This is an optimization exercise on Yosys and OpenROAD, whose aim is small area, a short achievable clock period and few clock cycles per item, not a production implementation. In this exercise RTL edits were held to simulation tests only and were not proved equivalent to the original. Power figures rest on the tool's default switching activity, not on a simulated workload.

==> flow/design.v, too long to show whole: its modules and the start of the top module <==
// module mag_preamble: 2078 lines
module mag_preamble (
    input  wire        clk,
    input  wire        rst,           
    input  wire        in_valid,
    output wire        in_ready,
    input  wire [7:0]  in_i,
    input  wire [7:0]  in_q,
    output wire        out_valid,
    input  wire        out_ready,
    output wire [15:0] out_mag,
    output wire [3:0]  out_verdict
);
  // ...
==> flow/flow/run.sh <==
#!/bin/bash
bash standard.sh SETUP_SLACK_MARGIN=8.75 CTS_CLUSTER_SIZE=24 CTS_CLUSTER_DIAMETER=100 CORE_UTILIZATION=55 PLACE_DENSITY=0.68 finish > standard.log 2>&1
==> flow/standard.sh <==
#!/bin/bash
# synth_recipe.tcl (not shown) runs the flow's synth.tcl, then flattens the netlist and writes it again
# the make line also repeats each setting of config.mk as NAME=value (left out here)
make -C /OpenROAD-flow-scripts/flow DESIGN_CONFIG=/design/flow/config.mk WORK_HOME=/design/flow/orfs CLKGATE_MAP_FILE= SYNTH_SCRIPT=/design/flow/synth_recipe.tcl "${@:-finish}"
==> flow/config.mk <==
export PLATFORM = sky130hd
export DESIGN_NAME = mag_preamble
export DESIGN_NICKNAME = mag_preamble
export VERILOG_FILES = /design/flow/design.v
export SDC_FILE = /design/flow/constraint.sdc
export NUM_CORES = 4
export LEC_CHECK = 0
export CAP_MARGIN = 20
export CORE_MARGIN = 2
export CORE_UTILIZATION = 40
export SLEW_MARGIN = 20
==> flow/constraint.sdc <==
create_clock -name core_clock -period 12.0 [get_ports {clk}]
set_input_delay 2.4000 -clock core_clock [delete_from_list [all_inputs] [get_ports {clk}]]
set_output_delay 2.4000 -clock core_clock [all_outputs]
set_load 0.01 [all_outputs]
==> flow_metrics.env, run 1 <==
export IMPL_status="finished clean"
export IMPL_hold_viol_final=0
export IMPL_multiInputGateArea_mm2=0.0199
export IMPL_multi_input_area_share=0.437
export IMPL_taps=969
export IMPL_netlist_area_mm2=0.0414
export IMPL_fillCellCount=6086
export IMPL_clkbuf_count=63
export IMPL_synthArstFlopShare=0
export IMPL_multi_input_comb_cells=2585
export IMPL_dpl_instance_area_mm2=0.0427
export IMPL_crit_cells=1
export IMPL_first_global_vias=25500
export IMPL_start_util=0.556
export IMPL_critPathLaunch="o_mag[11]"
export IMPL_muxShareOfSynthArea=0.00484
export IMPL_cts_made_buffers=39
export IMPL_synth_distinct_cells=78
export IMPL_worst_path_max_fanout=1
export IMPL_die_w_um=278
export IMPL_holdBufCountCts=0
export IMPL_pg_clk_w=0.00153
export IMPL_regMostFlops="c_x"
export IMPL_relSlewSlack=0.338
export IMPL_instances_no_fill=4859
export IMPL_cts_resized=174
export IMPL_r2r_end="s2_R[5]"
export IMPL_powerDensity_mw_per_mm2=304
export IMPL_swShare=0.370
Testbench counts, summed over its fixed seeds: cycles 6,076, items 6,000.
==> run 2: changes to the inputs <==
==> flow/flow/run.sh (replaced) <==
#!/bin/bash
bash standard.sh SETUP_SLACK_MARGIN=8.6 CTS_CLUSTER_SIZE=24 CTS_CLUSTER_DIAMETER=100 finish > standard.log 2>&1
==> flow_metrics.env, run 2 <==
export IMPL_status="finished clean"
export IMPL_rsz0062_at_grt="true"
export IMPL_clock_power_share=0.120
export IMPL_synth_distinct_cells=78
export IMPL_multiInputGateArea_mm2=0.0196
export IMPL_path_class="flop to output pin"
export IMPL_htree_levels=2
export IMPL_ys_warn_count=1
export IMPL_hp_class="flop to flop"
export IMPL_setup_tns_ns=0
export IMPL_ys_seq_elements=789
export IMPL_yosys_area_top_type="edfxtp_1"
export IMPL_layout_common_cells="605 x nand2_1, 480 x edfxtp_1, 417 x ha_1"
export IMPL_clockBufferDepth=3
export IMPL_cts_root_buf="clkbuf_16"
export IMPL_start_util=0.405
export IMPL_critPathSlowestCell="dfxtp_4"
export IMPL_swShare=0.364
export IMPL_cts_tree="done"
export IMPL_drv_cap=0
export IMPL_clock_sinks=789
export IMPL_drt_initial_drc_count=1822
export IMPL_seqCellArea_mm2=0.0207
export IMPL_synthArstFlopShare=0
export IMPL_p_int_w=0.00842
export IMPL_area_growth_pct=9.72
export IMPL_tightest_slew_ns=1.07
export IMPL_worstSetupStartpointType="flop"
export IMPL_syn_num_nets=4352
export IMPL_netlist_area_mm2=0.0414
export IMPL_port_buffers=41
export IMPL_cpPeakStageDelay_ns=0.38
export IMPL_synth_edf_count=480
export IMPL_relSlewSlack=0.279
export IMPL_ios=42
export IMPL_clock_latency_ns=0.63
export IMPL_power_leakage_nw=18.2
export IMPL_diodes=0
export IMPL_regMostFlops="c_x"
export IMPL_grt_util_met2=0.269
export IMPL_avgSynthCellArea_um2=10.9
export IMPL_powerDensity_mw_per_mm2=292
export IMPL_seqPwrFrac=0.372
export IMPL_power_w=0.0132
export IMPL_rrSetupSlack_ns=8.63
export IMPL_die_h_um=326
export IMPL_drc=0
export IMPL_yosysMostFrequentCell="nand2_1"
export IMPL_path_clk_slew_ns=0.10
export IMPL_postRouteWirelength_mm=81.4
export IMPL_die_area_mm2=0.106
export IMPL_fmax_mhz=284
export IMPL_largestRegisters="c_x x26, s1_x x20"
export IMPL_p_switching_w=0.00482
export IMPL_largest_reg_flops=26
export IMPL_drtPass1Iterations=5
export IMPL_end_kind="output pin"
export IMPL_yosys_top_cells_area="edfxtp_1 35%, dfxtp_1 15%, ha_1 13%"
export IMPL_wl_per_cell_um=15.6
export IMPL_first_global_vias=26100
export IMPL_antenna_found_initial=0
export IMPL_min_period_ns=3.52
export IMPL_synth_top_flop_cell="edfxtp_1"
export IMPL_syn_instance_count=3795
export IMPL_drive_gt1_frac=0.0651
export IMPL_grt_busiest_layer="met2"
export IMPL_final_common_cell="nand2_1"
export IMPL_r2r_cells=14
export IMPL_r2r_end="s2_Q[0]"
export IMPL_r2r_start="s1_Q[0]"
export IMPL_synthTopCellsByCount="606 x nand2_1, 480 x edfxtp_1, 426 x ha_1"
export IMPL_grt_util_met3=0.0185
export IMPL_pwr_share_comb=0.508
export IMPL_crit_chain="buf_6"
export IMPL_clock_skew_ns=0.0461
export IMPL_cp_arrival_ns=1.12
export IMPL_vias=26500
export IMPL_setup_violations=0
export IMPL_final_max_slew_viol_count=0
export IMPL_min_to="h11[12]"
export IMPL_grt_max_degree=201
export IMPL_gp_congestion=0.845
export IMPL_cp_top_family="flip-flops"
export IMPL_worstPathRequired_ns=9.60
export IMPL_grt_overflow=0
export IMPL_hold_path_startpoint="h10[12]"
export IMPL_ys_seq_area_frac=0.498
export IMPL_fillCellCount=9643
export IMPL_cts_made_buffers=41
export IMPL_holdBufCountCts=0
export IMPL_drtAntennaViolNets=0
export IMPL_worst_path_max_fanout=1
export IMPL_worst_path_buf_inv=1
export IMPL_hold_viol_final=0
export IMPL_worstHoldPathCells=2
export IMPL_gr_usage_all_layers=0.153
export IMPL_synth_top_area_frac=0.348
export IMPL_finish_net_count=4386
export IMPL_grt_pass1_wl_mm=134
export IMPL_dpl_hpwl_mm=56.4
export IMPL_ir_worst_vdd_uv=295
export IMPL_core_mm2=0.102
export IMPL_via_per_inst=5.07
export IMPL_layout_worst_path_cycle_share=0.294
export IMPL_crit_cells=1
export IMPL_die_w_um=326
export IMPL_met1_usage=0.200
export IMPL_num_rows=117
-- run 2: cell types whose count changed in the layout (fill, tap and decap cells not counted), moves of 5 or more --
cell,change
ha_4,-10
fa_1,+5
o21ai_0,+5
clkbuf_1,-8
dfxtp_2,-6
buf_4,-22
buf_12,-5
fa_2,-5
dfxtp_4,+6
buf_6,-8
ha_1,+13
-- run 2: layout make-up --
class	count	area share
Clock buffer	55	0.0244
Clock inverter	12	0.00342
Inverter	297	0.0246
Multi-Input combinational cell	2584	0.431
Sequential cell	789	0.455
Tap cell	1368	0.0377
Timing Repair Buffer	116	0.0238
-- run 2: per-layer routing --
metal	part of all wire	vias up	routed length [um]
met3	0.039	91	3210
met4	0.018	0	1480
met1	0.45	12800	37000
li1	-	13200	-
met2	0.49	392	39800
met5	0	-	0
-- run 2: how the worst max path moves through the flow --
stage	startpoint	end
3_3_place_gp	out_ready	o_mag[6]
5_1_grt	o_mag[1]	out_mag[1]
2_1_floorplan	run_n	h1[0]
3_5_place_dp	out_ready	o_mag[7]
4_1_cts	o_mag[1]	out_mag[1]
6_report	o_mag[8]	out_mag[8]
-- run 2: through the flow --
stage | std cells | util | setup WS (ns) | hold WS, ns | area [um2]
floorplan | 3795 | - | 3.77 | 0.400 | 41400
global placement | 5092 | 0.423 | 7.68 | 0.402 | 43200
detailed placement | 5092 | 0.423 | 7.63 | 0.405 | 43200
CTS | 5184 | 0.439 | 8.43 | 0.422 | 44800
global route | 5221 | 0.444 | 8.43 | 0.431 | 45400
finish | 5221 | 0.444 | 8.48 | 0.422 | 45400
-- run 2: repair_timing --
action                     in CTS  in global routing
setup endpoints to repair     151                112
resized for setup             158                 48
cloned                          2                  1
pin swaps                      16                 34
hold endpoints to repair        0                  0
setup buffers                  23                 36
-- run 2: worst reg2reg max path, stage by stage (launching register included) --
cell and delay (ns):
edfxtp_1 0.44, xnor2_2 0.20, ha_1 0.25, a21o_1 0.17, a21o_1 0.18, fa_2 0.43, xor2_4 0.18, buf_4 0.14
xnor2_1 0.12, ha_1 0.32, o21ai_1 0.09, nand2b_1 0.11, a21o_1 0.17, a21o_1 0.17, a21o_1 0.16
-- run 2: kinds of logic (layout without fill, tap and decap cells) --
logic type	count (synthesis)	count (layout)	synth area share
and+or+nand+nor	1021	1023	0.107
DFF	789	789	0.498
AOI/OAI and AO/OA	715	715	0.108
adders and majority gates	537	537	0.183
buffers and inverters	424	480	0.0387
xor gates and xnor gates	289	289	0.0612
muxes	20	20	0.00484
-- run 2: power by group through the flow --
stage | Clock [W] | Combinational [W] | Sequential, W
finish | 0.00159 | 0.00672 | 0.00493
detailed placement | 0 | 0.00619 | 0.00504
global route | 0.00175 | 0.00778 | 0.00503
global placement | 0 | 0.00602 | 0.00503
CTS | 0.00166 | 0.00640 | 0.00498
floorplan | 0 | 0.00510 | 0.00475
==> run 3: changes to the inputs <==
==> flow/flow/run.sh (replaced) <==
#!/bin/bash
bash standard.sh SETUP_SLACK_MARGIN=8.6 CTS_CLUSTER_SIZE=24 CTS_CLUSTER_DIAMETER=100 CORE_UTILIZATION=55 PLACE_DENSITY=0.68 finish > standard.log 2>&1
==> flow_metrics.env, run 3 <==
export IMPL_grt_overflow=0
export IMPL_clock_skew_ns=0.0345
export IMPL_final_common_cell="nand2_1"
export IMPL_synthArstFlopShare=0
export IMPL_die_h_um=278
export IMPL_drtPass1Iterations=7
export IMPL_htree_levels=2
export IMPL_muxShareOfSynthArea=0.00484
export IMPL_ys_warn_count=1
export IMPL_syn_instance_count=3795
export IMPL_yosys_top_cells_area="edfxtp_1 35%, dfxtp_1 15%, ha_1 13%"
export IMPL_start_util=0.556
export IMPL_cp_arrival_ns=1.10
export IMPL_worstSetupStartpointType="flop"
export IMPL_min_period_ns=3.50
export IMPL_largestRegisters="c_x x26, s1_x x20"
export IMPL_worstPathRequired_ns=9.60
export IMPL_drive_gt1_frac=0.0565
export IMPL_gp_congestion=0.872
export IMPL_synth_top_family_by_area="adder cells"
export IMPL_crit_chain="buf_6"
export IMPL_core_mm2=0.0744
export IMPL_via_per_inst=5.49
export IMPL_grt_pass1_wl_mm=132
export IMPL_drtAntennaViolNets=0
export IMPL_synth_distinct_cells=78
export IMPL_grt_max_degree=202
export IMPL_clockBufferDepth=3
export IMPL_rsz0062_at_grt="true"
export IMPL_avgSynthCellArea_um2=10.9
export IMPL_regMostFlops="c_x"
export IMPL_cpPeakStageDelay_ns=0.38
export IMPL_ys_seq_area_frac=0.498
export IMPL_worst_path_buf_inv=1
export IMPL_yosys_area_share_simple=0.107
export IMPL_worst_path_max_fanout=1
export IMPL_ys_seq_elements=789
export IMPL_first_global_vias=25500
export IMPL_largest_reg_flops=26
export IMPL_setup_tns_ns=0
export IMPL_clock_sinks=789
export IMPL_finish_net_count=4362
export IMPL_synth_xor_area_frac=0.0612
export IMPL_postRouteWirelength_mm=81.2
export IMPL_power_leakage_nw=18.0
export IMPL_powerDensity_mw_per_mm2=295
export IMPL_tightest_slew_ns=1.08
export IMPL_diodes=0
export IMPL_die_w_um=278
export IMPL_fin_util=0.597
export IMPL_synth_compound_area_frac=0.108
export IMPL_cp_top_family="flip-flops"
export IMPL_path_class="flop to output pin"
export IMPL_vias=26300
export IMPL_syn_num_nets=4352
export IMPL_gr_usage_all_layers=0.210
export IMPL_synthTopCellsByCount="606 x nand2_1, 480 x edfxtp_1, 426 x ha_1"
export IMPL_relSlewSlack=0.283
export IMPL_die_area_mm2=0.0774
export IMPL_layout_worst_path_cycle_share=0.291
export IMPL_port_buffers=41
export IMPL_setup_violations=0
export IMPL_drt_initial_drc_count=2035
export IMPL_num_rows=100
export IMPL_synth_top_flop_cell="edfxtp_1"
export IMPL_synth_fa_ha_area_frac=0.183
export IMPL_cts_root_buf="clkbuf_16"
export IMPL_ios=42
export IMPL_drv_cap=0
export IMPL_yosysMostFrequentCell="nand2_1"
export IMPL_dpl_hpwl_mm=56.4
export IMPL_antenna_found_initial=0
export IMPL_netlist_area_mm2=0.0414
export IMPL_status="finished clean"
export IMPL_cts_tree="done"
export IMPL_end_kind="output pin"
export IMPL_layout_common_cells="605 x nand2_1, 480 x edfxtp_1, 419 x ha_1"
export IMPL_power_w=0.0131
export IMPL_path_clk_slew_ns=0.10
export IMPL_synth_edf_count=480
export IMPL_cts_made_buffers=39
export IMPL_hold_viol_final=0
export IMPL_holdWs_ns=0.412
export IMPL_synth_top_area_frac=0.348
export IMPL_final_max_slew_viol_count=0
export IMPL_critPathSlowestCell="dfxtp_2"
export IMPL_hp_class="flop to flop"
export IMPL_fmax_mhz=286
export IMPL_ir_worst_vdd_uv=590
export IMPL_drc=0
export IMPL_wl_per_cell_um=16.9
export IMPL_yosys_area_top_type="edfxtp_1"
export IMPL_clock_latency_ns=0.60
export IMPL_area_growth_pct=7.34
-- run 3: cell count changes in the layout (fill, tap and decap cells not counted), sizes merged --
cell      delta
buf         -21
bufinv       -1
clkbuf       -1
clkinv       -3
clkinvlp     +1
inv          -5
-- run 3: repair_timing --
action / 4_1_cts / 5_1_grt
hold buffers: 0 / 0
cloned: 2 / 0
buffers inserted: 20 / 17
pin swaps: 18 / 15
endpoints found under the setup margin: 69 / 54
gates resized for setup: 138 / 46
-- run 3: cell families after synthesis --
family,count (synthesis)
DFF,789
buffers and inverters,424
adders and majority gates,537
AOI/OAI and AO/OA,715
muxes,20
and+or+nand+nor,1021
xor gates and xnor gates,289
-- run 3: per-layer routing --
| metal | vias to the layer above | part of all wire | track usage |
|---|---|---|---|
| li1 | 13100 | - | - |
| met1 | 12700 | 0.45 | 0.285 |
| met2 | 445 | 0.49 | 0.361 |
| met3 | 92 | 0.040 | 0.0228 |
| met4 | 0 | 0.023 | 0.0541 |
| met5 | - | 0 | 0 |
-- run 3: area by class of cell --
cell class                 instances  area [um2]
tap                              969        1210
inverter                         297        1120
sequential                       789       20600
clock buffer                      55        1050
fill                            6176       30000
timing repair buffer              94         870
clock inverter                     4        37.5
multi-input combinational       2584       19500
-- run 3: power breakdown --
part	internal, W	total [W]	switching, W
registers	0.00438	0.00492	0.000537
clock network	0.000618	0.00148	0.000859
logic	0.00325	0.00671	0.00346
-- run 3: stage by stage --
step	area [um2]	setup slack, ns	std cells
after floorplan	41400	3.77	3795
after detailed placement	42700	7.64	4694
final	44400	8.50	4792
after CTS	44100	8.34	4775
after global routing	44400	8.45	4792
after global placement	42700	7.71	4694
-- run 3: path summary, 6_finish.rpt --
kind | slack, ns | end | startpoint | cells after the start
setup / recovery | 8.50 | out_mag[11] | o_mag[11] | 1
hold / removal | 0.41 | s2_x[4] | s1_x[4] | 0
setup reg to reg | 8.59 | s2_R[5] | s1_R[4] | 13
hold reg to reg | 0.41 | s2_x[4] | s1_x[4] | 0

afterwards: timing with drivers on the ports:
Ports are ideal in the flow. The routed layouts listed here were re-timed in OpenROAD. Step 1 assumes that a clkbuf_16 drives the clock port and a buf_2 every other input. Step 2 also shifts input and output timing later by t, the mid clock arrival at the registers, as if the neighbouring blocks saw the same clock. a / b / c = ideal / step 1 / step 2; a / b = the first two.
run | t, ns | setup slack, ns | worst setup path after step 2 | worst data-port slew with drivers (ns) | pins driven straight from the clock port
run 1 | 0.655 | 8.476 / 8.413 / 8.225 | input to register | 0.06 | 1
run 2 | 0.673 | 8.475 / 8.408 / 8.103 | input to register | 0.03 | 1
run 3 | 0.651 | 8.505 / 8.440 / 8.195 | input to register | 0.03 | 1
After both steps every run listed still meets setup and hold. For run 2, which loses most, drivers alone change the setup slack by -0.067 ns; drivers and shift together by -0.372 ns.
